Background: an optimization exercise with open tools, aiming at small area, a short achievable clock period and few clock cycles. Do not read the settings as production practice. Function was checked by simulation only, so behaviour that the tests miss may differ from the original. Power is estimated from default activity; no workload was simulated.

===== design/flow/config.mk =====
export PLATFORM = sky130hd
export DESIGN_NAME = dvb_voice
export DESIGN_NICKNAME = dvb_voice
export VERILOG_FILES = /design/flow/design.v
export SDC_FILE = /design/flow/constraint.sdc
export NUM_CORES = 4
export LEC_CHECK = 0
export ABC_AREA = 1
export ABC_CLOCK_PERIOD_IN_PS = 100000
export CAP_MARGIN = 20
export CORE_MARGIN = 2
export CORE_UTILIZATION = 40
export PLACE_DENSITY = 0.6
export SLEW_MARGIN = 20

===== design/flow/constraint.sdc =====
create_clock -name core_clock -period 180.0 [get_ports {clk}]
set_input_delay 36.0000 -clock core_clock [delete_from_list [all_inputs] [get_ports {clk}]]
set_output_delay 36.0000 -clock core_clock [all_outputs]
set_load 0.01 [all_outputs]

===== design/flow/run.sh =====
#!/bin/bash
# synth_recipe.tcl (not shown) runs the flow's synth.tcl, then flattens the netlist and writes it again
# the make line also repeats each setting of config.mk as NAME=value (left out here)
make -C /OpenROAD-flow-scripts/flow DESIGN_CONFIG=/design/flow/config.mk WORK_HOME=/design/flow/orfs CLKGATE_MAP_FILE= SYNTH_SCRIPT=/design/flow/synth_recipe.tcl finish

===== design/flow/design.v =====
module dvb_rca #(parameter W = 8) (
    input  wire [W-1:0] a,
    input  wire [W-1:0] b,
    input  wire         ci,
    output wire [W-1:0] s,
    output wire         co
);
    wire [W:0] c;
    assign c[0] = ci;
    genvar i;
    generate
        for (i = 0; i < W; i = i + 1) begin : g_bit
            assign s[i]   = a[i] ^ b[i] ^ c[i];
            assign c[i+1] = (a[i] & b[i]) | (c[i] & (a[i] ^ b[i]));
        end
    endgenerate
    assign co = c[W];
endmodule
module dvb_voice (
    input  wire        clk,
    input  wire        rst,
    input  wire        cfg_we,
    input  wire [6:0]  cfg_addr,
    input  wire [7:0]  cfg_data,
    input  wire        cmd_valid,
    output wire        cmd_ready,
    input  wire [1:0]  cmd_op,
    input  wire [6:0]  cmd_note,
    input  wire [6:0]  cmd_vel,
    input  wire [15:0] cmd_count,
    output wire        out_valid,
    input  wire        out_ready,
    output wire [15:0] out_sample,
    output wire        active
);
    localparam [2:0] ENV_OFF     = 3'b000;
    localparam [2:0] ENV_ATTACK  = 3'b100;
    localparam [2:0] ENV_DECAY   = 3'b101;
    localparam [2:0] ENV_SUSTAIN = 3'b110;
    localparam [2:0] ENV_RELEASE = 3'b111;
    localparam [1:0] C_IDLE   = 2'd0;
    localparam [1:0] C_CMD    = 2'd1;
    localparam [1:0] C_NOTEON = 2'd2;
    localparam [1:0] C_RENDER = 2'd3;
    localparam [3:0] U_START = 4'd0;
    localparam [3:0] U_VIB   = 4'd1;
    localparam [3:0] U_U     = 4'd2;
    localparam [3:0] U_F     = 4'd3;
    localparam [3:0] U_FMOV  = 4'd4;
    localparam [3:0] U_FINE  = 4'd5;
    localparam [3:0] U_RMOV  = 4'd6;
    localparam [3:0] U_X     = 4'd7;
    localparam [3:0] U_DSET  = 4'd8;
    localparam [3:0] U_DIV   = 4'd9;
    localparam [3:0] U_SSET  = 4'd10;
    localparam [3:0] U_SDIV  = 4'd11;
    localparam [3:0] U_KSET  = 4'd12;
    localparam [3:0] U_KMUL  = 4'd13;
    localparam [3:0] U_DONE  = 4'd14;
    reg [1:0]   initial_wave;
    reg [7:0]   seq_speed;
    reg [4:0]   seq_length;
    reg [7:0]   attack_length;
    reg [6:0]   attack_level;
    reg [7:0]   decay_length;
    reg [6:0]   decay_level;
    reg [7:0]   sustain_length;
    reg [6:0]   sustain_level;
    reg [7:0]   release_length;
    reg [7:0]   vib_delay;
    reg [5:0]   vib_speed;       
    reg [7:0]   vib_depth;
    reg [4:0]   arp_length;
    reg [31:0]  seq_waves;       
    reg [127:0] arp_offsets;     
    reg [15:0]  sample_rate;
    wire [1:0] cfg_wave  = (cfg_data[7:2] != 6'd0) ? 2'd3 : cfg_data[1:0];
    wire [6:0] cfg_level = (cfg_data[7] || (cfg_data[6] && cfg_data[5:0] != 6'd0)) ? 7'd64 : cfg_data[6:0];
    wire [4:0] cfg_len16 = ((cfg_data[7:5] != 3'd0) || (cfg_data[4] && cfg_data[3:0] != 4'd0)) ? 5'd16 : cfg_data[4:0];
    integer k;
    always @(posedge clk) begin
        if (rst) begin
            initial_wave   <= 2'd0;
            seq_speed      <= 8'd0;
            seq_length     <= 5'd0;
            attack_length  <= 8'd0;
            attack_level   <= 7'd0;
            decay_length   <= 8'd0;
            decay_level    <= 7'd0;
            sustain_length <= 8'd0;
            sustain_level  <= 7'd0;
            release_length <= 8'd0;
            vib_delay      <= 8'd0;
            vib_speed      <= 6'd0;
            vib_depth      <= 8'd0;
            arp_length     <= 5'd0;
            sample_rate    <= 16'd50;
            seq_waves      <= 32'd0;
            arp_offsets    <= 128'd0;
        end else if (cfg_we) begin
            case (cfg_addr)
                7'd1:  initial_wave   <= cfg_wave;
                7'd2:  seq_speed      <= cfg_data;
                7'd3:  seq_length     <= cfg_len16;
                7'd4:  attack_length  <= cfg_data;
                7'd5:  attack_level   <= cfg_level;
                7'd6:  decay_length   <= cfg_data;
                7'd7:  decay_level    <= cfg_level;
                7'd8:  sustain_length <= cfg_data;
                7'd9:  sustain_level  <= cfg_level;
                7'd10: release_length <= cfg_data;
                7'd11: vib_delay      <= cfg_data;
                7'd12: vib_speed      <= cfg_data[5:0];
                7'd13: vib_depth      <= cfg_data;
                7'd14: arp_length     <= cfg_len16;
                7'd96: sample_rate[7:0]  <= cfg_data;
                7'd97: sample_rate[15:8] <= cfg_data;
                default: ;
            endcase
            for (k = 0; k < 16; k = k + 1)
                if (cfg_addr == 7'd16 + 7'd3 * k[6:0])
                    seq_waves[2 * k +: 2] <= cfg_wave;
            if (cfg_addr[6:4] == 3'b100)
                arp_offsets[8 * cfg_addr[3:0] +: 8] <= cfg_data;
        end
    end
    wire       dl_gt;        
    wire [6:0] dl_dummy;
    wire       dl_ge_n;      
    dvb_rca #(7) u_dlcmp (.a(attack_level), .b(~decay_level), .ci(1'b1), .s(dl_dummy), .co(dl_ge_n));
    assign dl_gt = ~dl_ge_n;
    wire [6:0] decay_level_eff = dl_gt ? attack_level : decay_level;
    wire       sr_lt50  = (sample_rate[15:6] == 10'd0) &&
                          !(sample_rate[5] && sample_rate[4] && (sample_rate[3] || sample_rate[2] || sample_rate[1]));
    wire [15:0] rate_eff = sr_lt50 ? 16'd50 : sample_rate;
    reg [15:0] tick_acc;
    reg [6:0]  base_note;
    reg [6:0]  velocity;
    reg [21:0] phase;
    reg [21:0] phase_inc;
    reg [1:0]  active_wave;
    reg [3:0]  seq_step;
    reg [7:0]  seq_counter;
    reg [3:0]  arp_index;
    reg [5:0]  vib_phase;
    reg [7:0]  vib_delay_left;
    reg [2:0]  env_state;
    reg        active_q;        
    reg [7:0]  env_ticks;
    reg [22:0] env_volume;
    reg [28:0] vol_vel;         
    assign active = active_q;
    reg [3:0]  ust;
    reg [5:0]  cnt;
    reg        eng_next;        
    reg [32:0] acc;
    reg [15:0] rem;
    reg [22:0] qr;
    reg [21:0] pin;             
    wire       vdl_nz  = (vib_delay_left != 8'd0);
    wire [7:0] vdl_dec;
    wire       vdl_co;
    dvb_rca #(8) u_vdl (.a(vib_delay_left), .b(8'hff), .ci(1'b0), .s(vdl_dec), .co(vdl_co));
    wire [7:0] vdl_n   = vdl_nz ? vdl_dec : vib_delay_left;
    wire [5:0] vp_add;
    wire       vp_co;
    dvb_rca #(6) u_vp (.a(vib_phase), .b(vib_speed), .ci(1'b0), .s(vp_add), .co(vp_co));
    wire [5:0] vp_n    = vdl_nz ? vib_phase : vp_add;
    wire [4:0] ai_inc  = {1'b0, arp_index} + 5'd1;
    wire [4:0] ai_cmp_s;
    wire       ai_ge;           
    dvb_rca #(5) u_aic (.a(ai_inc), .b(~arp_length), .ci(1'b1), .s(ai_cmp_s), .co(ai_ge));
    wire [3:0] ai_n    = (arp_length == 5'd0) ? arp_index : (ai_ge ? 4'd0 : ai_inc[3:0]);
    wire       seq_on  = (seq_length != 5'd0) && (seq_speed != 8'd0);
    wire [7:0] sc_inc;
    wire       sc_co;
    dvb_rca #(8) u_sci (.a(seq_counter), .b(8'd0), .ci(1'b1), .s(sc_inc), .co(sc_co));
    wire [7:0] sc_cmp_s;
    wire       sc_cmp_co;       
    dvb_rca #(8) u_scc (.a(sc_inc), .b(~seq_speed), .ci(1'b1), .s(sc_cmp_s), .co(sc_cmp_co));
    wire       sc_ge   = sc_co | sc_cmp_co;
    wire       seq_adv = seq_on && sc_ge;
    wire [4:0] ss_inc  = {1'b0, seq_step} + 5'd1;
    wire [4:0] ss_cmp_s;
    wire       ss_ge;
    dvb_rca #(5) u_ssc (.a(ss_inc), .b(~seq_length), .ci(1'b1), .s(ss_cmp_s), .co(ss_ge));
    wire [1:0] seq_w   = seq_waves[2 * seq_step +: 2];
    wire [1:0] aw_n    = seq_adv ? seq_w : active_wave;
    wire [3:0] ss_n    = seq_adv ? (ss_ge ? 4'd0 : ss_inc[3:0]) : seq_step;
    wire [7:0] sc_n    = seq_adv ? 8'd0 : (seq_on ? sc_inc : seq_counter);
    function [21:0] wave_mask(input [1:0] w);
        wave_mask = (w == 2'd0) ? 22'h0fffff : (w == 2'd3) ? 22'h3fffff : 22'h1fffff;
    endfunction
    wire [7:0]  tk_inc;
    wire        tk_co;
    dvb_rca #(8) u_tki (.a(env_ticks), .b(8'd0), .ci(1'b1), .s(tk_inc), .co(tk_co));
    reg  [7:0]  len_sel;
    always @(*) begin
        case (env_state[1:0])
            2'b00:   len_sel = attack_length;
            2'b01:   len_sel = decay_length;
            2'b10:   len_sel = sustain_length;
            default: len_sel = release_length;
        endcase
    end
    wire [7:0]  tk_cmp_s;
    wire        tk_cmp_co;
    dvb_rca #(8) u_tkc (.a(tk_inc), .b(~len_sel), .ci(1'b1), .s(tk_cmp_s), .co(tk_cmp_co));
    wire        n_ge    = tk_co | tk_cmp_co;           
    wire        env_sub = (env_state[1:0] != 2'b00);
    wire [24:0] v_step;
    wire        v_co;
    dvb_rca #(25) u_vst (.a({2'b00, env_volume}), .b(env_sub ? ~{2'b00, qr} : {2'b00, qr}),
                         .ci(env_sub), .s(v_step), .co(v_co));
    wire [7:0]  va_s;
    wire        va_ge;
    dvb_rca #(8) u_vac (.a(v_step[23:16]), .b(~{1'b0, attack_level}), .ci(1'b1), .s(va_s), .co(va_ge));
    wire [7:0]  vd_s;
    wire        vd_ge;
    dvb_rca #(8) u_vdc (.a(v_step[23:16]), .b(~{1'b0, decay_level_eff}), .ci(v_step[15:0] != 16'd0), .s(vd_s), .co(vd_ge));
    wire        v_neg   = v_step[24];
    wire        vd_le   = v_neg | ~vd_ge;
    wire        vr_le   = v_neg | (v_step[23:0] == 24'd0);
    reg  [2:0]  st_n;
    reg  [7:0]  tk_n;
    reg  [22:0] vol_n;
    always @(*) begin
        st_n  = env_state;
        tk_n  = env_ticks;
        vol_n = env_volume;
        case (env_state)
            ENV_ATTACK: begin
                if (va_ge || n_ge) begin
                    tk_n = 8'd0;
                    if (decay_length == 8'd0) begin
                        st_n  = ENV_SUSTAIN;
                        vol_n = {sustain_level, 16'd0};
                    end else begin
                        st_n  = ENV_DECAY;
                        vol_n = {attack_level, 16'd0};
                    end
                end else begin
                    tk_n  = tk_inc;
                    vol_n = v_step[22:0];
                end
            end
            ENV_DECAY: begin
                if (vd_le || n_ge) begin
                    tk_n  = 8'd0;
                    st_n  = ENV_SUSTAIN;
                    vol_n = {sustain_level, 16'd0};
                end else begin
                    tk_n  = tk_inc;
                    vol_n = v_step[22:0];
                end
            end
            ENV_SUSTAIN: begin
                vol_n = {sustain_level, 16'd0};
                if (sustain_length != 8'd0) begin
                    tk_n = tk_inc;
                    if (n_ge) begin
                        tk_n = 8'd0;
                        if (release_length == 8'd0) begin
                            st_n  = ENV_OFF;
                            vol_n = 23'd0;
                        end else begin
                            st_n  = ENV_RELEASE;
                        end
                    end
                end
            end
            ENV_RELEASE: begin
                tk_n = tk_inc;
                if (vr_le || n_ge) begin
                    st_n  = ENV_OFF;
                    vol_n = 23'd0;
                end else begin
                    vol_n = v_step[22:0];
                end
            end
            default: ;
        endcase
    end
    wire [5:0] e_vp = eng_next ? vp_n : vib_phase;
    wire [3:0] e_ai = eng_next ? ai_n : arp_index;
    wire [1:0] e_aw = eng_next ? aw_n : active_wave;
    wire [3:0] sin_j = e_vp[3:0];
    reg [14:0] sin_mag;
    always @(*) begin
        case ({e_vp[4], sin_j})
            5'd0:  sin_mag = 15'd0;
            5'd1:  sin_mag = 15'd1606;
            5'd2:  sin_mag = 15'd3196;
            5'd3:  sin_mag = 15'd4756;
            5'd4:  sin_mag = 15'd6270;
            5'd5:  sin_mag = 15'd7723;
            5'd6:  sin_mag = 15'd9102;
            5'd7:  sin_mag = 15'd10394;
            5'd8:  sin_mag = 15'd11585;
            5'd9:  sin_mag = 15'd12665;
            5'd10: sin_mag = 15'd13623;
            5'd11: sin_mag = 15'd14449;
            5'd12: sin_mag = 15'd15137;
            5'd13: sin_mag = 15'd15679;
            5'd14: sin_mag = 15'd16069;
            5'd15: sin_mag = 15'd16305;
            5'd16: sin_mag = 15'd16384;
            5'd17: sin_mag = 15'd16305;
            5'd18: sin_mag = 15'd16069;
            5'd19: sin_mag = 15'd15679;
            5'd20: sin_mag = 15'd15137;
            5'd21: sin_mag = 15'd14449;
            5'd22: sin_mag = 15'd13623;
            5'd23: sin_mag = 15'd12665;
            5'd24: sin_mag = 15'd11585;
            5'd25: sin_mag = 15'd10394;
            5'd26: sin_mag = 15'd9102;
            5'd27: sin_mag = 15'd7723;
            5'd28: sin_mag = 15'd6270;
            5'd29: sin_mag = 15'd4756;
            5'd30: sin_mag = 15'd3196;
            default: sin_mag = 15'd1606;
        endcase
    end
    wire sin_neg  = e_vp[5];
    wire vib_zero = (vib_depth == 8'd0) || (e_vp[4:0] == 5'd0);
    reg  [3:0]  u_oct;
    reg  [1:0]  u_m3;
    always @(*) begin
        case (rem[15:10])
            6'd0:  begin u_oct = 4'd0;  u_m3 = 2'd0; end
            6'd1:  begin u_oct = 4'd0;  u_m3 = 2'd1; end
            6'd2:  begin u_oct = 4'd0;  u_m3 = 2'd2; end
            6'd3:  begin u_oct = 4'd1;  u_m3 = 2'd0; end
            6'd4:  begin u_oct = 4'd1;  u_m3 = 2'd1; end
            6'd5:  begin u_oct = 4'd1;  u_m3 = 2'd2; end
            6'd6:  begin u_oct = 4'd2;  u_m3 = 2'd0; end
            6'd7:  begin u_oct = 4'd2;  u_m3 = 2'd1; end
            6'd8:  begin u_oct = 4'd2;  u_m3 = 2'd2; end
            6'd9:  begin u_oct = 4'd3;  u_m3 = 2'd0; end
            6'd10: begin u_oct = 4'd3;  u_m3 = 2'd1; end
            6'd11: begin u_oct = 4'd3;  u_m3 = 2'd2; end
            6'd12: begin u_oct = 4'd4;  u_m3 = 2'd0; end
            6'd13: begin u_oct = 4'd4;  u_m3 = 2'd1; end
            6'd14: begin u_oct = 4'd4;  u_m3 = 2'd2; end
            6'd15: begin u_oct = 4'd5;  u_m3 = 2'd0; end
            6'd16: begin u_oct = 4'd5;  u_m3 = 2'd1; end
            6'd17: begin u_oct = 4'd5;  u_m3 = 2'd2; end
            6'd18: begin u_oct = 4'd6;  u_m3 = 2'd0; end
            6'd19: begin u_oct = 4'd6;  u_m3 = 2'd1; end
            6'd20: begin u_oct = 4'd6;  u_m3 = 2'd2; end
            6'd21: begin u_oct = 4'd7;  u_m3 = 2'd0; end
            6'd22: begin u_oct = 4'd7;  u_m3 = 2'd1; end
            6'd23: begin u_oct = 4'd7;  u_m3 = 2'd2; end
            6'd24: begin u_oct = 4'd8;  u_m3 = 2'd0; end
            6'd25: begin u_oct = 4'd8;  u_m3 = 2'd1; end
            6'd26: begin u_oct = 4'd8;  u_m3 = 2'd2; end
            6'd27: begin u_oct = 4'd9;  u_m3 = 2'd0; end
            6'd28: begin u_oct = 4'd9;  u_m3 = 2'd1; end
            6'd29: begin u_oct = 4'd9;  u_m3 = 2'd2; end
            6'd30: begin u_oct = 4'd10; u_m3 = 2'd0; end
            6'd31: begin u_oct = 4'd10; u_m3 = 2'd1; end
            6'd32: begin u_oct = 4'd10; u_m3 = 2'd2; end
            6'd33: begin u_oct = 4'd11; u_m3 = 2'd0; end
            6'd34: begin u_oct = 4'd11; u_m3 = 2'd1; end
            6'd35: begin u_oct = 4'd11; u_m3 = 2'd2; end
            6'd36: begin u_oct = 4'd12; u_m3 = 2'd0; end
            6'd37: begin u_oct = 4'd12; u_m3 = 2'd1; end
            6'd38: begin u_oct = 4'd12; u_m3 = 2'd2; end
            6'd39: begin u_oct = 4'd13; u_m3 = 2'd0; end
            6'd40: begin u_oct = 4'd13; u_m3 = 2'd1; end
            6'd41: begin u_oct = 4'd13; u_m3 = 2'd2; end
            6'd42: begin u_oct = 4'd14; u_m3 = 2'd0; end
            6'd43: begin u_oct = 4'd14; u_m3 = 2'd1; end
            6'd44: begin u_oct = 4'd14; u_m3 = 2'd2; end
            6'd45: begin u_oct = 4'd15; u_m3 = 2'd0; end
            6'd46: begin u_oct = 4'd15; u_m3 = 2'd1; end
            default: begin u_oct = 4'd15; u_m3 = 2'd2; end
        endcase
    end
    wire [3:0] u_semi = {u_m3, rem[9:8]};
    reg [16:0] semi_rd;
    always @(*) begin
        case (u_semi)
            4'd0:  semi_rd = 17'd65536;
            4'd1:  semi_rd = 17'd69433;
            4'd2:  semi_rd = 17'd73562;
            4'd3:  semi_rd = 17'd77936;
            4'd4:  semi_rd = 17'd82570;
            4'd5:  semi_rd = 17'd87480;
            4'd6:  semi_rd = 17'd92682;
            4'd7:  semi_rd = 17'd98193;
            4'd8:  semi_rd = 17'd104032;
            4'd9:  semi_rd = 17'd110218;
            4'd10: semi_rd = 17'd116772;
            4'd11: semi_rd = 17'd123715;
            default: semi_rd = 17'd65536;
        endcase
    end
    wire [7:0]  arp_entry = arp_offsets[8 * e_ai +: 8];
    wire [7:0]  arp_eff   = (arp_length != 5'd0) ? arp_entry : 8'd0;
    wire [7:0]  note_b;
    wire        note_bc;
    dvb_rca #(7) u_nb (.a(base_note), .b(7'd39), .ci(1'b0), .s(note_b[6:0]), .co(note_bc));
    assign note_b[7] = note_bc;
    wire [10:0] note_a;
    wire        note_co;
    dvb_rca #(11) u_note (.a({3'd0, note_b}), .b({{3{arp_eff[7]}}, arp_eff}), .ci(1'b0),
                          .s(note_a), .co(note_co));
    wire [5:0] div_n0 = (e_aw == 2'd0) ? 6'd20 : (e_aw == 2'd3) ? 6'd22 : 6'd21;    
    wire [5:0] div_n;
    wire       div_n_co;
    dvb_rca #(6) u_divn (.a(div_n0), .b({2'd0, u_oct}), .ci(1'b0), .s(div_n), .co(div_n_co));
    wire [6:0] dec_diff;
    wire       dec_co;
    dvb_rca #(7) u_ddf (.a(attack_level), .b(~decay_level_eff), .ci(1'b1), .s(dec_diff), .co(dec_co));
    reg [6:0] st_lvl;
    reg [7:0] st_len;
    always @(*) begin
        case (env_state[1:0])
            2'b00:   begin st_lvl = attack_level;  st_len = attack_length;  end
            2'b01:   begin st_lvl = dec_diff;      st_len = decay_length;   end
            default: begin st_lvl = sustain_level; st_len = release_length; end
        endcase
    end
    localparam [5:0] C55 = 6'd55;
    reg        mbit;
    always @(*) begin
        case (ust)
            U_VIB:   mbit = vib_depth[cnt[2:0]];
            U_F:     mbit = rem[cnt[2:0]];
            U_FINE:  mbit = qr[16];
            U_X:     mbit = C55[cnt[2:0]];
            U_KMUL:  mbit = velocity[cnt[2:0]];
            default: mbit = 1'b0;
        endcase
    end
    reg [32:0] mval;
    reg        mneg;
    always @(*) begin
        mneg = 1'b0;
        case (ust)
            U_START: mval = vib_zero ? {{8{note_a[10]}}, note_a, 14'd0} : {{16{note_a[10]}}, note_a, 6'd0};
            U_VIB:   begin mval = {18'd0, sin_mag}; mneg = sin_neg; end
            U_F:     mval = 33'd3897;
            U_FINE:  mval = {16'd0, semi_rd};
            U_X:     mval = {16'd0, qr[16:0]};
            U_SSET:  mval = {26'd0, st_lvl};
            U_KMUL:  mval = {10'd0, eng_next ? vol_n : env_volume};
            default: mval = 33'd0;
        endcase
    end
    wire acc_clr = (ust == U_START) || (ust == U_U) || (ust == U_FMOV) || (ust == U_RMOV) ||
                   (ust == U_SSET) || (ust == U_KSET);
    wire acc_add = (ust == U_START) || (ust == U_SSET) || mbit;
    wire [32:0] acc_a = acc_clr ? 33'd0 : {acc[31:0], 1'b0};
    wire [32:0] acc_b = acc_add ? (mneg ? ~mval : mval) : 33'd0;
    wire [32:0] acc_sum;
    wire        acc_co;
    dvb_rca #(33) u_acc (.a(acc_a), .b(acc_b), .ci(acc_add & mneg), .s(acc_sum), .co(acc_co));
    wire [26:0] u_raw  = acc[32:6];
    wire        u_over = (u_raw[25:16] != 10'd0) || (u_raw[15] && u_raw[14]);
    wire [15:0] u_cl   = u_raw[26] ? 16'd0 : u_over ? 16'd49151 : u_raw[15:0];
    wire        div_bit = (ust == U_SDIV) ? acc[6] : acc[22];
    wire [16:0] div_r2  = {rem, div_bit};
    wire [15:0] div_d   = (ust == U_SDIV) ? {8'd0, st_len} : rate_eff;
    wire [16:0] div_df;
    wire        div_q;
    dvb_rca #(17) u_div (.a(div_r2), .b(~{1'b0, div_d}), .ci(1'b1), .s(div_df), .co(div_q));
    wire [15:0] div_rn  = div_q ? div_df[15:0] : div_r2[15:0];
    wire [5:0] cnt_dec;
    wire       cnt_co;
    dvb_rca #(6) u_cnt (.a(cnt), .b(6'h3f), .ci(1'b0), .s(cnt_dec), .co(cnt_co));
    wire       cnt_z = (cnt == 6'd0);
    wire eng_ready = (ust == U_DONE) && eng_next;
    reg  [7:0] w_mag;
    reg        w_neg;
    wire [7:0] w_lin = phase[19] ? {1'b0, phase[18:16], 4'd0} : {~|phase[18:16], phase[18:16] == 3'd0 ? 3'd0 : (3'd0 - phase[18:16]), 4'd0};
    always @(*) begin
        w_mag = 8'd0;
        w_neg = 1'b0;
        case (active_wave)
            2'd0: begin    
                w_neg = ~phase[19];
                w_mag = w_lin;
            end
            2'd1: begin    
                w_neg = phase[20];
                w_mag = 8'd64;
            end
            2'd2: begin    
                w_neg = phase[20] ^ ~phase[19];
                w_mag = w_lin;
            end
            default: begin    
                w_neg = phase[21];
                case (phase[20:16])
                    5'd0:  w_mag = 8'd0;
                    5'd1:  w_mag = 8'd12;
                    5'd2:  w_mag = 8'd25;
                    5'd3:  w_mag = 8'd37;
                    5'd4:  w_mag = 8'd49;
                    5'd5:  w_mag = 8'd60;
                    5'd6:  w_mag = 8'd71;
                    5'd7:  w_mag = 8'd81;
                    5'd8:  w_mag = 8'd90;
                    5'd9:  w_mag = 8'd98;
                    5'd10: w_mag = 8'd106;
                    5'd11: w_mag = 8'd112;
                    5'd12: w_mag = 8'd117;
                    5'd13: w_mag = 8'd122;
                    5'd14: w_mag = 8'd125;
                    5'd15: w_mag = 8'd126;
                    5'd16: w_mag = 8'd127;
                    5'd17: w_mag = 8'd126;
                    5'd18: w_mag = 8'd125;
                    5'd19: w_mag = 8'd122;
                    5'd20: w_mag = 8'd117;
                    5'd21: w_mag = 8'd112;
                    5'd22: w_mag = 8'd106;
                    5'd23: w_mag = 8'd98;
                    5'd24: w_mag = 8'd90;
                    5'd25: w_mag = 8'd81;
                    5'd26: w_mag = 8'd71;
                    5'd27: w_mag = 8'd60;
                    5'd28: w_mag = 8'd49;
                    5'd29: w_mag = 8'd37;
                    5'd30: w_mag = 8'd25;
                    default: w_mag = 8'd12;
                endcase
            end
        endcase
    end
    wire [28:0] pp [0:6];
    wire [35:0] prow [0:6];
    genvar gi;
    generate
        for (gi = 0; gi < 7; gi = gi + 1) begin : g_pp
            assign pp[gi] = w_mag[gi] ? vol_vel : 29'd0;
        end
        assign prow[0] = {7'd0, pp[0]};
        for (gi = 1; gi < 7; gi = gi + 1) begin : g_row
            wire [28:0] rs;
            wire        rc;
            dvb_rca #(29) u_row (.a(prow[gi-1][28+gi:gi]), .b(pp[gi]), .ci(1'b0), .s(rs), .co(rc));
            if (gi < 6) begin : g_mid
                assign prow[gi] = {{(6-gi){1'b0}}, rc, rs, prow[gi-1][gi-1:0]};
            end else begin : g_last
                assign prow[gi] = {rc, rs, prow[gi-1][gi-1:0]};
            end
        end
    endgenerate
    wire [20:0] s_x = w_mag[7] ? vol_vel[28:8] : prow[6][35:15];
    wire [13:0] s_a = s_x[20:7];
    wire [13:0] s_c;
    wire        s_cc;
    dvb_rca #(14) u_dc (.a(s_a), .b({7'd0, s_x[6:0]}), .ci(1'b0), .s(s_c), .co(s_cc));
    wire [7:0]  s_a2 = {s_cc, s_c[13:7]};
    wire [7:0]  s_s;
    wire        s_sc;
    dvb_rca #(8) u_ds (.a(s_a2), .b({1'b0, s_c[6:0]}), .ci(1'b0), .s(s_s), .co(s_sc));
    wire        s_e2 = (s_s[7:1] == 7'h7f);
    wire        s_e1 = s_s[7] | (s_s[6:0] == 7'h7f);
    wire [7:0]  s_t;
    wire        s_tc;
    dvb_rca #(8) u_dt (.a(s_a2), .b({6'd0, s_e2, s_e1 & ~s_e2}), .ci(1'b0), .s(s_t), .co(s_tc));
    wire [13:0] s_q0;
    wire        s_qc;
    dvb_rca #(14) u_dq (.a(s_a), .b({6'd0, s_t}), .ci(1'b0), .s(s_q0), .co(s_qc));
    wire [15:0] s_q = {1'b0, s_qc, s_q0};
    wire [15:0] sample;
    wire        smp_co;
    dvb_rca #(16) u_neg (.a(s_q ^ {16{w_neg}}), .b(16'd0), .ci(w_neg), .s(sample), .co(smp_co));
    wire [21:0] ph_sum;
    wire        ph_co;
    dvb_rca #(22) u_ph (.a(phase), .b(phase_inc), .ci(1'b0), .s(ph_sum), .co(ph_co));
    wire [15:0] tick_sum;
    wire        tick_c;
    dvb_rca #(16) u_ts (.a(tick_acc), .b(16'd50), .ci(1'b0), .s(tick_sum), .co(tick_c));
    wire [15:0] tick_dif;
    wire        tick_dc;
    dvb_rca #(16) u_td (.a(tick_sum), .b(~rate_eff), .ci(1'b1), .s(tick_dif), .co(tick_dc));
    wire        tick_due = tick_c | tick_dc;
    wire [15:0] fl_dec;
    wire        fl_co;
    dvb_rca #(16) u_fl (.a(frames_left), .b(16'hffff), .ci(1'b0), .s(fl_dec), .co(fl_co));
    reg [1:0]  ctl;
    reg        cmd_ready_q;
    reg        out_valid_q;     
    reg        ov;              
    reg [15:0] out_sample_q;
    reg [15:0] frames_left;
    reg [1:0]  op_q;
    reg        ticked;
    assign cmd_ready  = cmd_ready_q;
    assign out_valid  = out_valid_q;
    assign out_sample = out_sample_q;
    wire idle     = (ctl == C_IDLE);
    wire out_free = ~ov | out_ready;
    wire fl_zero  = (frames_left == 16'd0);
    wire need_tick = !ticked && env_state[2] && tick_due;
    wire do_tick  = (ctl == C_RENDER) && out_free && !fl_zero && need_tick && eng_ready;
    always @(posedge clk) begin
        if (rst) begin
            ctl         <= C_IDLE;
            cmd_ready_q <= 1'b1;
            out_valid_q <= 1'b0;
            ov          <= 1'b0;
            ticked      <= 1'b0;
            tick_acc    <= 16'd0;
            env_state   <= ENV_OFF;
            active_q    <= 1'b0;
        end else begin
            case (ctl)
                C_IDLE: begin
                    if (cmd_valid) begin
                        cmd_ready_q <= 1'b0;
                        ctl         <= (cmd_op == 2'd2) ? C_RENDER : C_CMD;
                    end
                end
                C_CMD: begin
                    case (op_q)
                        2'd0: begin
                            if (attack_length != 8'd0) begin
                                env_state <= ENV_ATTACK;
                            end else if (decay_length != 8'd0) begin
                                env_state <= ENV_DECAY;
                            end else begin
                                env_state <= ENV_SUSTAIN;
                            end
                            active_q <= 1'b1;
                            ctl      <= C_NOTEON;
                        end
                        2'd1: begin
                            if (env_state[2] && env_state[1:0] != 2'b11) begin
                                if (release_length == 8'd0) begin
                                    env_state <= ENV_OFF;
                                    active_q  <= 1'b0;
                                end else begin
                                    env_state <= ENV_RELEASE;
                                end
                            end
                            ctl         <= C_IDLE;
                            cmd_ready_q <= 1'b1;
                        end
                        default: begin
                            ctl         <= C_IDLE;
                            cmd_ready_q <= 1'b1;
                        end
                    endcase
                end
                C_NOTEON: begin
                    if (ust == U_DONE && !eng_next) begin
                        ctl         <= C_IDLE;
                        cmd_ready_q <= 1'b1;
                    end
                end
                default: begin    
                    if (out_free) begin
                        if (fl_zero) begin
                            out_valid_q <= 1'b0;
                            ov          <= 1'b0;
                            ctl         <= C_IDLE;
                            cmd_ready_q <= 1'b1;
                        end else if (need_tick) begin
                            out_valid_q <= 1'b0;
                            ov          <= 1'b0;
                            if (eng_ready) begin
                                ticked    <= 1'b1;
                                tick_acc  <= tick_dif;
                                env_state <= st_n;
                                active_q  <= st_n[2];
                            end
                        end else begin
                            ticked      <= 1'b0;
                            out_valid_q <= 1'b1;
                            ov          <= 1'b1;
                            if (env_state[2] && !ticked)
                                tick_acc <= tick_sum;
                        end
                    end
                end
            endcase
        end
    end
    always @(posedge clk) begin
        case (ctl)
            C_IDLE: begin
                frames_left <= cmd_count;
                op_q        <= cmd_op;
                if (cmd_valid && cmd_op == 2'd0) begin
                    base_note <= cmd_note;
                    velocity  <= cmd_vel;
                end
            end
            C_CMD: begin
                if (op_q == 2'd0) begin
                    phase          <= 22'd0;
                    seq_step       <= 4'd0;
                    seq_counter    <= 8'd0;
                    active_wave    <= initial_wave;
                    arp_index      <= 4'd0;
                    vib_phase      <= 6'd0;
                    vib_delay_left <= vib_delay;
                    env_ticks      <= 8'd0;
                    if (attack_length != 8'd0)
                        env_volume <= 23'd0;
                    else if (decay_length != 8'd0)
                        env_volume <= {attack_level, 16'd0};
                    else
                        env_volume <= {sustain_level, 16'd0};
                end else if (op_q == 2'd1) begin
                    if (env_state[2] && env_state[1:0] != 2'b11) begin
                        env_ticks <= 8'd0;
                        if (release_length == 8'd0)
                            env_volume <= 23'd0;
                    end
                end
            end
            C_NOTEON: begin
                if (ust == U_DONE && !eng_next) begin
                    phase_inc <= pin;
                    vol_vel   <= acc[28:0];
                end
            end
            default: begin    
                if (out_free && !fl_zero) begin
                    if (need_tick) begin
                        if (eng_ready) begin
                            env_ticks  <= tk_n;
                            env_volume <= vol_n;
                            if (st_n[2]) begin
                                vib_delay_left <= vdl_n;
                                vib_phase      <= vp_n;
                                arp_index      <= ai_n;
                                seq_counter    <= sc_n;
                                seq_step       <= ss_n;
                                active_wave    <= aw_n;
                                phase          <= phase & wave_mask(aw_n);
                                phase_inc      <= pin;
                                vol_vel        <= acc[28:0];
                            end
                        end
                    end else begin
                        frames_left <= fl_dec;
                        if (env_state[2]) begin
                            out_sample_q <= sample;
                            phase        <= ph_sum & wave_mask(active_wave);
                        end else begin
                            out_sample_q <= 16'd0;
                        end
                    end
                end
            end
        endcase
    end
    always @(posedge clk) begin
        if (rst) begin
            ust      <= U_DONE;
            eng_next <= 1'b0;
        end else begin
            case (ust)
                U_START: ust <= vib_zero ? U_U : U_VIB;
                U_VIB:   if (cnt_z) ust <= U_U;
                U_U:     ust <= (u_cl[7:0] == 8'd0) ? U_RMOV : U_F;
                U_F:     if (cnt_z) ust <= U_FMOV;
                U_FMOV:  ust <= (acc[19:8] == 12'd0) ? U_RMOV : U_FINE;
                U_FINE:  if (cnt_z) ust <= U_RMOV;
                U_RMOV:  ust <= U_X;
                U_X:     if (cnt_z) ust <= U_DSET;
                U_DSET:  ust <= U_DIV;
                U_DIV:   if (cnt_z) ust <= eng_next ? U_SSET : U_KSET;
                U_SSET:  ust <= U_SDIV;
                U_SDIV:  if (cnt_z) ust <= U_KSET;
                U_KSET:  ust <= U_KMUL;
                U_KMUL:  if (cnt_z) ust <= U_DONE;
                default: begin
                    if (!eng_next && ctl == C_NOTEON) begin
                        eng_next <= 1'b1;
                        ust      <= U_START;
                    end
                end
            endcase
            if (cfg_we || do_tick) begin
                eng_next <= 1'b1;
                ust      <= U_START;
            end else if (ctl == C_CMD && op_q == 2'd0) begin
                eng_next <= 1'b0;
                ust      <= U_START;
            end else if (ctl == C_CMD && op_q == 2'd1 && eng_next &&
                         (ust == U_SSET || ust == U_SDIV || ust == U_KSET || ust == U_KMUL || ust == U_DONE)) begin
                ust <= U_SSET;
            end
        end
    end
    always @(posedge clk) begin
        case (ust)
            U_START, U_U, U_FMOV, U_RMOV, U_SSET, U_KSET, U_VIB, U_F, U_FINE, U_X, U_KMUL, U_DIV, U_SDIV:
                acc <= acc_sum;
            default: ;
        endcase
        case (ust)
            U_START: cnt <= 6'd7;
            U_U:     begin rem <= u_cl; cnt <= 6'd7; end
            U_FMOV:  begin qr <= {6'd0, 5'b10000, acc[19:8]}; cnt <= 6'd16; end
            U_FINE:  begin qr <= {qr[21:0], 1'b0}; cnt <= cnt_dec; end
            U_RMOV:  begin qr <= {6'd0, (acc[32:16] == 17'd0) ? semi_rd : acc[32:16]}; cnt <= 6'd5; end
            U_DSET:  begin cnt <= div_n; rem <= 16'd0; pin <= 22'd0; end
            U_DIV:   begin rem <= div_rn; pin <= {pin[20:0], div_q}; cnt <= cnt_dec; end
            U_SSET:  begin rem <= 16'd0; cnt <= 6'd22; end
            U_SDIV:  begin rem <= div_rn; qr <= {qr[21:0], div_q}; cnt <= cnt_dec; end
            U_KSET:  cnt <= 6'd6;
            U_VIB, U_F, U_X, U_KMUL: cnt <= cnt_dec;
            default: ;
        endcase
    end
endmodule

==> results of run 1 <==
==> metal layers <==
metal  vias up  routed length (microns)  GRT usage
met1     16342                    53300      0.321
met4         0                     5770      0.104
met2      1103                    56800      0.387
met5         -                        0          0
met3       265                     7420     0.0291
li1      16227                        -          -
==> kinds of logic (layout without fill, tap and decap cells) <==
logic type               count (synthesis)  after routing  synth area share
multiplexers                             8              8           0.00197
AO/OA/AOI/OAI                         1036           1036             0.147
buffers and inverters                  851            904            0.0793
adder cells (fa/ha/maj)                497            497             0.209
AND/OR/NAND/NOR                       1871           1871             0.187
flip-flops                             598            598             0.365
XOR/XNOR                                51             51            0.0110
==> synthesized netlist by cell type (15+ instances only) <==
| cell type | n | area share |
|---|---|---|
| ha_1 | 197 | 0.061 |
| buf_1 | 16 | 0.0015 |
| a22o_1 | 15 | 0.0032 |
| o211ai_1 | 37 | 0.0068 |
| a32o_1 | 15 | 0.0037 |
| o221ai_1 | 23 | 0.0050 |
| clkinv_1 | 16 | 0.0015 |
| inv_1 | 616 | 0.057 |
| o22ai_1 | 25 | 0.0039 |
| xnor2_1 | 16 | 0.0035 |
| nor4_1 | 23 | 0.0035 |
| a211oi_1 | 39 | 0.0072 |
| nand2_1 | 1002 | 0.093 |
| a21oi_1 | 370 | 0.046 |
| clkbuf_1 | 185 | 0.017 |
| nand4_1 | 17 | 0.0026 |
| xor2_1 | 35 | 0.0076 |
| nor3_1 | 42 | 0.0052 |
| nor2_1 | 545 | 0.050 |
| nand3_1 | 206 | 0.025 |
| fa_1 | 300 | 0.15 |
| o21ai_1 | 18 | 0.0022 |
| a31oi_1 | 40 | 0.0062 |
| o21ai_0 | 376 | 0.046 |
| dfxtp_1 | 314 | 0.15 |
| edfxtp_1 | 284 | 0.21 |
==> layout make-up <==
class,instances,area [sq um]
fillers,10015,55200
multi-input cells,3463,22600
flip-flops and latches,598,14800
inverters,641,2410
clock buffers,102,2070
well taps,1357,1700
repair buffers,134,1180
clock inverters,27,273
==> per-stage QoR <==
step	area (sq um)	hold slack (ns)	total power, mW	setup slack (ns)	util
3_3_place_gp	42700	0.412	0.622	140.45	0.426
4_1_cts	45000	0.439	0.775	141.05	0.449
6_report	45100	0.446	0.765	140.94	0.449
5_1_grt	45100	0.458	0.839	140.56	0.449
2_1_floorplan	40600	0.400	0.489	141.60	-
3_5_place_dp	42700	0.425	0.628	140.41	0.426
==> state kept, by name, summed over array words and instances, names as in the netlist, 23 cells and up, named ones only <==
name and cells:
env_volume 23, seq_waves 32, qr 23, vol_vel 29, arp_offsets 128, acc 33
==> final timing paths <==
kind / end / cells past startpoint / slack [ns]
hold reg to reg: phase_inc[21] / 0 / 0.45
hold / removal: phase_inc[21] / 0 / 0.45
setup / recovery: arp_offsets[33] / 12 / 140.94
setup reg to reg: acc[32] / 76 / 153.77
==> report_power, final <==
part | leakage, nW | total, mW | switching [mW] | internal [mW]
Combinational | 12.5 | 0.431 | 0.264 | 0.167
Clock | 1.15 | 0.146 | 0.0607 | 0.0849
Sequential | 5.22 | 0.188 | 0.0152 | 0.173
==> qor.csv, run 1 <==
stage;metric;value;unit
timing;fin_setup_tns;0;ns
worst_setup_path;crit_buf_inv;4;
timing;hold_viol;0;
power_and_ir_drop;p_leak;18.8;nW
die;pin_count;71;
global_routing;grt_overflow;0;
global_routing;grt_pass1_wl;192000;microns
die;placementRows;116;
worst_setup_path;critical_path_arrival;39.58;ns
clock_tree;ctsHoldBuffers;0;
die;die_w;323;microns
worst_setup_path;crit_chain;clkdlybuf4s50_1 -> inv_1 -> ha_1 -> inv_1 -> nor2_1 -> nor2_1 -> inv_1 -> nor4_1 -> nand2_1 -> nor2_1 -> nor2_1 -> a211oi_1;
routing;routed_wl;123000;microns
worst_setup_path;crit_family;simple AND/OR/NAND/NOR gates;
routing;via_count;33937;
die;coreArea;100000;sq um
worst_setup_path;r2r_start;env_state[1];
worst_hold_path;hp-class;flop to flop;
global_routing;grt_antenna_before_repair;0;
routing;first_pass_iters;6;
die;die_y;323;microns
routing;drt_iter0_drc;3000;
routing;post_drt_wl_per_cell;19.5;microns
clock_tree;cts_tree;built;
final_layout;areaGrowthSynthToFinish;11.0;%
routing;vias_per_cell;5.37;
worst_setup_path;end_kind;flop;
clock_tree;htree_num_levels;3;
worst_setup_path;slowest_delay;0.80;ns
final_layout;mostFrequentLayoutCells;nand2_1 (1002), inv_1 (614), nor2_1 (540);
placed_design;place_congestion;0.959;
global_routing;grt_pass1_vias;32934;
global_routing;gr-usage-all-layers;0.238;
synth;ys_seq_area_frac;0.365;
worst_setup_path;worstSetupPathType;input port to flop;
placed_design;placed_cells;6192;
outcome;outcome;no timing/DRC/antenna violations;
clock_tree;clock_latency;0.64;ns
worst_setup_path;worstPathRequired;180.52;ns
clock_tree;clkSlewWorstSetupHoldPaths;0.06;ns
placed_design;io_buffers;70;
synth;syn_area_per_cell;8.26;sq um
timing;slew-limit-headroom;0.292;
final_layout;fin_cells;6322;
clock_tree;cts-root-buf;clkbuf_16;
die;initial_core_util;0.405;
routing;drc_errors;0;
final_layout;drive_above_1_share;0.0471;
timing;fmax;0.0256;GHz
worst_setup_path;startpoint_type;input port;
worst_setup_path;cpMostUsedCell;nor2_1;
placed_design;dpl.hpwl;93400;microns
timing;finalCritPeriodShare;0.217;
die;die_area;104000;sq um
synth;syn_inst;4912;
worst_hold_path;worstHoldStart;pin[21];
synth;synthArstFlopShare;0;
timing;skew;0.0390;ns
synth;synth_ff_type;dfxtp_1;
synth;syn-cell-area;40600;sq um
clock_tree;cts_buffer_depth;3;
synth;synthDistinctLibCells;69;
timing;rsz0062_at_grt;false;
synth;syn-num-nets;5461;
timing;worst_pin_slew;1.06;ns
final_layout;final_common_cell;nand2_1;
worst_setup_path;worstPathMaxFanout;30;
clock_tree;cts.sinks;598;
run;cap_violations;0;
routing;ant_nets;0;
power_and_ir_drop;powerDensity;17.0;nW/um^2
clock_tree;numCtsBuffers;71;
timing;layout_min_cycle_time;39.06;ns
synth;synth_edf_count;284;
final_layout;final_nets;5458;
synth;ys_seq_elements;598;
clock_tree;cts-resized-gates;0;
final_layout;n_antenna_cell;0;
worst_setup_path;critical-path-slowest-cell;clkdlybuf4s50_1;
worst_setup_path;startpoint;cfg_addr[0];
timing;slew_viol_final;0;
power_and_ir_drop;vdd_ir_drop_max;0.0510;mV
global_routing;grt_max_degree;93;
clock_tree;cts_setup_buffers;0;
timing;finalSetupViolations;0;
synth;ys_warn_count;1;
Testbench counts, summed over its fixed seeds: cycles 645,731.
==> run 2, diff against run 1 <==
--- a/design/flow/design.v
+++ b/design/flow/design.v
@@ -74,54 +74,52 @@
     reg [31:0]  seq_waves;       
     reg [127:0] arp_offsets;     
     reg [15:0]  sample_rate;
-    wire [1:0] cfg_wave  = (cfg_data[7:2] != 6'd0) ? 2'd3 : cfg_data[1:0];
-    wire [6:0] cfg_level = (cfg_data[7] || (cfg_data[6] && cfg_data[5:0] != 6'd0)) ? 7'd64 : cfg_data[6:0];
-    wire [4:0] cfg_len16 = ((cfg_data[7:5] != 3'd0) || (cfg_data[4] && cfg_data[3:0] != 4'd0)) ? 5'd16 : cfg_data[4:0];
+    reg        cfg_we_q;
+    reg [6:0]  cfg_addr_q;
+    reg [7:0]  cfg_data_q;
+    reg        rst_q;
+    always @(posedge clk) begin
+        cfg_we_q   <= cfg_we;
+        cfg_addr_q <= cfg_addr;
+        cfg_data_q <= cfg_data;
+        rst_q      <= rst;
+    end
+    wire [1:0] cfg_wave  = (cfg_data_q[7:2] != 6'd0) ? 2'd3 : cfg_data_q[1:0];
+    wire [6:0] cfg_level = (cfg_data_q[7] || (cfg_data_q[6] && cfg_data_q[5:0] != 6'd0)) ? 7'd64 : cfg_data_q[6:0];
+    wire [4:0] cfg_len16 = ((cfg_data_q[7:5] != 3'd0) || (cfg_data_q[4] && cfg_data_q[3:0] != 4'd0)) ? 5'd16 : cfg_data_q[4:0];
+    wire [7:0] wd      = cfg_data_q & {8{~rst_q}};
+    wire [1:0] wd_wave = cfg_wave   & {2{~rst_q}};
+    wire [6:0] wd_lvl  = cfg_level  & {7{~rst_q}};
+    wire [4:0] wd_l16  = cfg_len16  & {5{~rst_q}};
+    wire [7:0] wd_srl  = rst_q ? 8'd50 : cfg_data_q;
+    function sel(input [6:0] a, input [6:0] v);
+        sel = rst_q | (cfg_we_q & (a == v));
+    endfunction
+    localparam [111:0] SEQ_ADDR = {7'd61, 7'd58, 7'd55, 7'd52, 7'd49, 7'd46, 7'd43, 7'd40,
+                                   7'd37, 7'd34, 7'd31, 7'd28, 7'd25, 7'd22, 7'd19, 7'd16};
     integer k;
     always @(posedge clk) begin
-        if (rst) begin
-            initial_wave   <= 2'd0;
-            seq_speed      <= 8'd0;
-            seq_length     <= 5'd0;
-            attack_length  <= 8'd0;
-            attack_level   <= 7'd0;
-            decay_length   <= 8'd0;
-            decay_level    <= 7'd0;
-            sustain_length <= 8'd0;
-            sustain_level  <= 7'd0;
-            release_length <= 8'd0;
-            vib_delay      <= 8'd0;
-            vib_speed      <= 6'd0;
-            vib_depth      <= 8'd0;
-            arp_length     <= 5'd0;
-            sample_rate    <= 16'd50;
-            seq_waves      <= 32'd0;
-            arp_offsets    <= 128'd0;
-        end else if (cfg_we) begin
-            case (cfg_addr)
-                7'd1:  initial_wave   <= cfg_wave;
-                7'd2:  seq_speed      <= cfg_data;
-                7'd3:  seq_length     <= cfg_len16;
-                7'd4:  attack_length  <= cfg_data;
-                7'd5:  attack_level   <= cfg_level;
-                7'd6:  decay_length   <= cfg_data;
-                7'd7:  decay_level    <= cfg_level;
-                7'd8:  sustain_length <= cfg_data;
-                7'd9:  sustain_level  <= cfg_level;
-                7'd10: release_length <= cfg_data;
-                7'd11: vib_delay      <= cfg_data;
-                7'd12: vib_speed      <= cfg_data[5:0];
-                7'd13: vib_depth      <= cfg_data;
-                7'd14: arp_length     <= cfg_len16;
-                7'd96: sample_rate[7:0]  <= cfg_data;
-                7'd97: sample_rate[15:8] <= cfg_data;
-                default: ;
-            endcase
-            for (k = 0; k < 16; k = k + 1)
-                if (cfg_addr == 7'd16 + 7'd3 * k[6:0])
-                    seq_waves[2 * k +: 2] <= cfg_wave;
-            if (cfg_addr[6:4] == 3'b100)
-                arp_offsets[8 * cfg_addr[3:0] +: 8] <= cfg_data;
+        if (sel(cfg_addr_q, 7'd1))  initial_wave   <= wd_wave;
+        if (sel(cfg_addr_q, 7'd2))  seq_speed      <= wd;
+        if (sel(cfg_addr_q, 7'd3))  seq_length     <= wd_l16;
+        if (sel(cfg_addr_q, 7'd4))  attack_length  <= wd;
+        if (sel(cfg_addr_q, 7'd5))  attack_level   <= wd_lvl;
+        if (sel(cfg_addr_q, 7'd6))  decay_length   <= wd;
+        if (sel(cfg_addr_q, 7'd7))  decay_level    <= wd_lvl;
+        if (sel(cfg_addr_q, 7'd8))  sustain_length <= wd;
+        if (sel(cfg_addr_q, 7'd9))  sustain_level  <= wd_lvl;
+        if (sel(cfg_addr_q, 7'd10)) release_length <= wd;
+        if (sel(cfg_addr_q, 7'd11)) vib_delay      <= wd;
+        if (sel(cfg_addr_q, 7'd12)) vib_speed      <= wd[5:0];
+        if (sel(cfg_addr_q, 7'd13)) vib_depth      <= wd;
+        if (sel(cfg_addr_q, 7'd14)) arp_length     <= wd_l16;
+        if (sel(cfg_addr_q, 7'd96)) sample_rate[7:0]  <= wd_srl;
+        if (sel(cfg_addr_q, 7'd97)) sample_rate[15:8] <= wd;
+        for (k = 0; k < 16; k = k + 1) begin
+            if (sel(cfg_addr_q, SEQ_ADDR[7 * k +: 7]))
+                seq_waves[2 * k +: 2] <= wd_wave;
+            if (sel(cfg_addr_q, 7'd64 + k[6:0]))
+                arp_offsets[8 * k +: 8] <= wd;
         end
     end
     wire       dl_gt;        
@@ -589,27 +587,43 @@
     reg        out_valid_q;     
     reg        ov;              
     reg [15:0] out_sample_q;
-    reg [15:0] frames_left;
+    reg        sv;              
+    reg [15:0] skid;
+    reg [15:0] frames_left;     
     reg [1:0]  op_q;
     reg        ticked;
     assign cmd_ready  = cmd_ready_q;
     assign out_valid  = out_valid_q;
     assign out_sample = out_sample_q;
-    wire idle     = (ctl == C_IDLE);
-    wire out_free = ~ov | out_ready;
-    wire fl_zero  = (frames_left == 16'd0);
-    wire need_tick = !ticked && env_state[2] && tick_due;
-    wire do_tick  = (ctl == C_RENDER) && out_free && !fl_zero && need_tick && eng_ready;
+    wire fl_zero    = (frames_left == 16'd0);
+    wire need_tick  = !ticked && env_state[2] && tick_due;
+    wire prod_slot  = (ctl == C_RENDER) && !sv && !fl_zero;
+    wire prod_frame = prod_slot && !need_tick;
+    wire do_tick    = prod_slot && need_tick && eng_ready;
+    wire [15:0] new_sample = env_state[2] ? sample : 16'd0;
+    wire o_free     = ~ov | out_ready;
     always @(posedge clk) begin
         if (rst) begin
+            active_q <= 1'b0;
+        end else if (ctl == C_CMD) begin
+            if (op_q == 2'd0)
+                active_q <= 1'b1;
+            else if (op_q == 2'd1 && env_state[1:0] != 2'b11 && release_length == 8'd0)
+                active_q <= 1'b0;
+        end else if (do_tick) begin
+            active_q <= st_n[2];
+        end
+    end
+    always @(posedge clk) begin
+        if (rst_q) begin
             ctl         <= C_IDLE;
             cmd_ready_q <= 1'b1;
             out_valid_q <= 1'b0;
             ov          <= 1'b0;
+            sv          <= 1'b0;
             ticked      <= 1'b0;
             tick_acc    <= 16'd0;
             env_state   <= ENV_OFF;
-            active_q    <= 1'b0;
         end else begin
             case (ctl)
                 C_IDLE: begin
@@ -628,17 +642,14 @@
                             end else begin
                                 env_state <= ENV_SUSTAIN;
                             end
-                            active_q <= 1'b1;
-                            ctl      <= C_NOTEON;
+                            ctl <= C_NOTEON;
                         end
                         2'd1: begin
                             if (env_state[2] && env_state[1:0] != 2'b11) begin
-                                if (release_length == 8'd0) begin
+                                if (release_length == 8'd0)
                                     env_state <= ENV_OFF;
-                                    active_q  <= 1'b0;
-                                end else begin
+                                else
                                     env_state <= ENV_RELEASE;
-                                end
                             end
                             ctl         <= C_IDLE;
                             cmd_ready_q <= 1'b1;
@@ -656,34 +667,38 @@
                     end
                 end
                 default: begin    
-                    if (out_free) begin
-                        if (fl_zero) begin
-                            out_valid_q <= 1'b0;
-                            ov          <= 1'b0;
+                    if (do_tick) begin
+                        ticked    <= 1'b1;
+                        tick_acc  <= tick_dif;
+                        env_state <= st_n;
+                    end
+                    if (prod_frame) begin
+                        ticked <= 1'b0;
+                        if (env_state[2] && !ticked)
+                            tick_acc <= tick_sum;
+                    end
+                    if (o_free) begin
+                        ov          <= sv | prod_frame;
+                        out_valid_q <= sv | prod_frame;
+                        sv          <= 1'b0;
+                        if (fl_zero && !sv) begin
                             ctl         <= C_IDLE;
                             cmd_ready_q <= 1'b1;
-                        end else if (need_tick) begin
-                            out_valid_q <= 1'b0;
-                            ov          <= 1'b0;
-                            if (eng_ready) begin
-                                ticked    <= 1'b1;
-                                tick_acc  <= tick_dif;
-                                env_state <= st_n;
-                                active_q  <= st_n[2];
-                            end
-                        end else begin
-                            ticked      <= 1'b0;
-                            out_valid_q <= 1'b1;
-                            ov          <= 1'b1;
-                            if (env_state[2] && !ticked)
-                                tick_acc <= tick_sum;
                         end
+                    end else if (prod_frame) begin
+                        sv <= 1'b1;
                     end
                 end
             endcase
         end
     end
     always @(posedge clk) begin
+        if (ctl == C_RENDER) begin
+            if (o_free && (sv || prod_frame))
+                out_sample_q <= sv ? skid : new_sample;
+            if (!o_free && prod_frame)
+                skid <= new_sample;
+        end
         case (ctl)
             C_IDLE: begin
                 frames_left <= cmd_count;
@@ -724,38 +739,31 @@
                 end
             end
             default: begin    
-                if (out_free && !fl_zero) begin
-                    if (need_tick) begin
-                        if (eng_ready) begin
-                            env_ticks  <= tk_n;
-                            env_volume <= vol_n;
-                            if (st_n[2]) begin
-                                vib_delay_left <= vdl_n;
-                                vib_phase      <= vp_n;
-                                arp_index      <= ai_n;
-                                seq_counter    <= sc_n;
-                                seq_step       <= ss_n;
-                                active_wave    <= aw_n;
-                                phase          <= phase & wave_mask(aw_n);
-                                phase_inc      <= pin;
-                                vol_vel        <= acc[28:0];
-                            end
-                        end
-                    end else begin
-                        frames_left <= fl_dec;
-                        if (env_state[2]) begin
-                            out_sample_q <= sample;
-                            phase        <= ph_sum & wave_mask(active_wave);
-                        end else begin
-                            out_sample_q <= 16'd0;
-                        end
+                if (do_tick) begin
+                    env_ticks  <= tk_n;
+                    env_volume <= vol_n;
+                    if (st_n[2]) begin
+                        vib_delay_left <= vdl_n;
+                        vib_phase      <= vp_n;
+                        arp_index      <= ai_n;
+                        seq_counter    <= sc_n;
+                        seq_step       <= ss_n;
+                        active_wave    <= aw_n;
+                        phase          <= phase & wave_mask(aw_n);
+                        phase_inc      <= pin;
+                        vol_vel        <= acc[28:0];
                     end
                 end
+                if (prod_frame) begin
+                    frames_left <= fl_dec;
+                    if (env_state[2])
+                        phase <= ph_sum & wave_mask(active_wave);
+                end
             end
         endcase
     end
     always @(posedge clk) begin
-        if (rst) begin
+        if (rst_q) begin
             ust      <= U_DONE;
             eng_next <= 1'b0;
         end else begin
@@ -781,7 +789,7 @@
                     end
                 end
             endcase
-            if (cfg_we || do_tick) begin
+            if (cfg_we_q || do_tick) begin
                 eng_next <= 1'b1;
                 ust      <= U_START;
             end else if (ctl == C_CMD && op_q == 2'd0) begin
==> qor.csv, run 2 <==
stage;metric;value;unit;change
die;coreArea;102000;sq um;+1.3%
routing;post_drt_wl_per_cell;19.0;microns;-2.3%
placed_design;place_area;43400;sq um;+1.5%
worst_setup_path;critical_path_arrival;1.55;ns;-38.03 ns
timing;hold_viol;0;;unchanged
placed_design;placed_cells;5630;;-9.1%
die;die_area;105000;sq um;+0.87%
synth;ys_top_cells_by_count;nand2_1 (795), inv_1 (585), edfxtp_1 (571), nor2_1 (489), o21ai_0 (314);;
worst_hold_path;whs_path_depth;0;;unchanged
routing;routed_wl;110000;microns;-11%
worst_setup_path;rr_worst_depth;78;;+2.6%
clock_tree;numCtsBuffers;73;;+2.8%
timing;finalSetupViolations;0;;unchanged
worst_setup_path;startpoint_type;flop;;
placed_design;place_congestion;0.998;;+4.0%
power_and_ir_drop;p_leak;19.3;nW;+2.5%
synth;syn-cell-area;40900;sq um;+0.88%
final_layout;mostFrequentLayoutCells;nand2_1 (794), inv_1 (584), edfxtp_1 (571);;
die;initial_core_util;0.403;;-0.00167
clock_tree;cts_tree;built;;
timing;slew_viol_final;0;;unchanged
worst_setup_path;crit_buf_inv;1;;-3
synth;syn_inst;4277;;-13%
synth;synth_edf_count;571;;+100%
clock_tree;clock_latency;0.63;ns;about the same
outcome;outcome;no timing/DRC/antenna violations;;
routing;ant_nets;0;;unchanged
routing;via_count;30059;;-11%
worst_setup_path;worstSetupPathType;flop to primary output;;
synth;ys_seq_elements;632;;+5.7%
global_routing;grt_pass1_wl;172000;microns;-11%
die;die_w;324;microns;+0.44%
final_layout;fin_cells;5764;;-8.8%
clock_tree;clkSlewWorstSetupHoldPaths;0.06;ns;about the same
routing;drc_errors;0;;unchanged
clock_tree;ctsHoldBuffers;0;;unchanged
timing;layout_min_cycle_time;37.55;ns;-1.51 ns
final_layout;drive_above_1_share;0.0607;;+0.0136
final_layout;final_common_cell;nand2_1;;
worst_setup_path;worstPathRequired;144.00;ns;-36.52 ns
timing;worst_pin_slew;1.07;ns;+0.0146 ns
timing;fmax;0.0266;GHz;+4.0%
synth;yosysMostFrequentCell;nand2_1;;
clock_tree;cts_setup_buffers;0;;unchanged
routing;drt_iter0_drc;2810;;-6.3%
synth;synth_ff_type;edfxtp_1;;
final_layout;stdcell_area;45800;sq um;+1.6%
global_routing;grt_pass1_vias;29343;;-11%
placed_design;io_buffers;70;;unchanged
synth;synthDistinctLibCells;67;;-2.9%
timing;finalCritPeriodShare;0.209;;-0.00837
clock_tree;cts-root-buf;clkbuf_16;;
timing;rsz0062_at_grt;false;;
final_layout;fillers;9844;;-1.7%
power_and_ir_drop;vdd_ir_drop_max;0.0793;mV;+56%
synth;synth.area.top_cells;edfxtp_1 (42%), fa_1 (15%), nand2_1 (7.3%);;
worst_setup_path;worst-path-stages;1;;-11
worst_setup_path;crit_family;buffers and inverters;;
clock_tree;cts-resized-gates;0;;unchanged
final_layout;n_antenna_cell;0;;unchanged
final_layout;largest_register_ffs;128;;unchanged
timing;worst_hold_slack;0.421;ns;-0.0251 ns
synth;syn-num-nets;4820;;-12%
clock_tree;cts.sinks;632;;+5.7%
timing;slew-limit-headroom;0.283;;-0.00895
synth;synthArstFlopShare;0;;unchanged
final_layout;reg_top3;arp_offsets (128), acc (33), seq_waves (32);;
clock_tree;cts_buffer_depth;3;;unchanged
worst_setup_path;critical-path-slowest-cell;clkdlybuf4s50_1;;
clock_tree;htree_num_levels;3;;unchanged
run;cap_violations;0;;unchanged
die;pin_count;71;;unchanged
final_layout;final_nets;4880;;-11%
worst_hold_path;hp-class;flop to flop;;
synth;ys_seq_area_frac;0.449;;+0.0836
synth;synth_top_area_frac;0.419;;+0.209
final_layout;areaGrowthSynthToFinish;11.9;%;
die;placementRows;117;;+0.86%
worst_setup_path;end_kind;primary output;;
worst_setup_path;slowest_delay;0.56;ns;-0.24 ns
routing;vias_per_cell;5.21;;-2.9%
global_routing;grt_overflow;0;;unchanged
placed_design;dpl.hpwl;82400;microns;-12%
final_layout;top_register;arp_offsets;;
synth;ys_warn_count;1;;unchanged
power_and_ir_drop;powerDensity;18.2;nW/um^2;+6.9%
timing;fin_setup_tns;0;ns;unchanged
global_routing;gr-usage-all-layers;0.213;;-0.0256
worst_setup_path;crit_chain;clkdlybuf4s50_1;;
worst_setup_path;worstPathMaxFanout;4;;-87%
routing;first_pass_iters;5;;-1
synth;syn_area_per_cell;9.57;sq um;+16%
global_routing;grt_antenna_before_repair;2;;+2
synth;synth_top_area_cell;edfxtp_1;;
global_routing;grt_max_degree;66;;-29%
power_and_ir_drop;p_total;0.831;mW;+8.6%
die;die_y;324;microns;+0.44%
timing;skew;0.0223;ns;-0.0168 ns
## run 2: changes by cell type after synthesis, moves of 14 or more
| cell | before | now |
|---|---|---|
| edfxtp_1 | 284 | 571 |
| dfxtp_1 | 314 | 61 |
| nand2_1 | 1002 | 795 |
| a21oi_1 | 370 | 169 |
| clkbuf_1 | 185 | 116 |
| o21ai_0 | 376 | 314 |
| nor2_1 | 545 | 489 |
| inv_1 | 616 | 585 |
| a31oi_1 | 40 | 13 |
| a211oi_1 | 39 | 14 |
| o21ai_1 | 18 | 34 |
| inv_2 | 9 | 24 |
| a22o_1 | 15 | 1 |
| o31ai_1 | 4 | 18 |
## run 2: report_power, final
group          total, mW  internal (mW)  leakage, nW  switching [mW]
Sequential         0.216          0.195         5.95          0.0203
Combinational      0.465          0.191         12.2           0.275
Clock              0.150         0.0878         1.17          0.0626
Total              0.831          0.474         19.3           0.357
## run 2: layout make-up
| cell class | instances | area (sq um) | share of cell area |
|---|---|---|---|
| clock inverter | 43 | 453 | 0.00989 |
| sequential | 632 | 18400 | 0.401 |
| inverter | 619 | 2320 | 0.0507 |
| timing repair buffer | 140 | 1230 | 0.0269 |
| multi-input combinational | 2871 | 19700 | 0.431 |
| clock buffer | 91 | 1990 | 0.0434 |
| tap | 1368 | 1710 | 0.0374 |
## run 2: logic make-up (layout without fill, tap and decap cells)
family,after synthesis,after routing,share of synthesized area
flops,632,632,0.449
buf+inv,774,893,0.0718
compound gates,726,726,0.102
fa+ha+maj,491,491,0.205
xor+xnor,51,51,0.0109
simple gates,1603,1603,0.161
## run 2: final timing paths
| path | start | to | slack, ns |
|---|---|---|---|
| setup / recovery | ov | out_valid | 142.45 |
| hold / removal | pin[21] | phase_inc[21] | 0.42 |
| setup reg to reg | active_wave[0] | out_sample_q[15] | 152.11 |
| hold reg to reg | pin[21] | phase_inc[21] | 0.42 |
## run 2: per-stage QoR
stage | utilization | worst slack, ns
3_5_place_dp | 0.427 | 142.06
2_1_floorplan | - | 142.53
3_3_place_gp | 0.427 | 142.07
6_report | 0.451 | 142.45
4_1_cts | 0.451 | 142.41
5_1_grt | 0.451 | 142.40
## run 2: per-layer routing
metal  track usage  wire length [microns]  share of wire
met1         0.288                  47700           0.43
met5             0                      0              0
met2         0.351                  51500           0.47
met3        0.0290                   6580          0.060
met4        0.0746                   3990          0.036
Testbench counts of run 2, summed over its fixed seeds: cycles 645,731.

-- port drivers added, routing unchanged --
The results above use ideal ports. As a check the final layouts listed here were re-extracted and re-timed, cells and wires unchanged. Step 1, drivers: a clkbuf_16 drives clk and a buf_2 each remaining input, both assumed. Step 2 also shifts input and output timing later by t, the mid clock arrival at the registers, as if the neighbouring blocks saw the same clock. Three values: ideal ports, drivers, drivers and shift; two values: the first two.
run | t, ns | setup slack, ns | worst setup path at the end | clock arrival spread, ns
run 1 | 0.682 | 140.940 / 140.973 / 140.291 | input to register | 0.039 / 0.039
run 2 | 0.682 | 142.446 / 142.382 / 142.399 | input to register | 0.026 / 0.025
After both steps setup and hold are still met in every run listed. For run 1, which loses most, drivers alone change the setup slack by +0.033 ns; drivers and shift together by -0.649 ns.
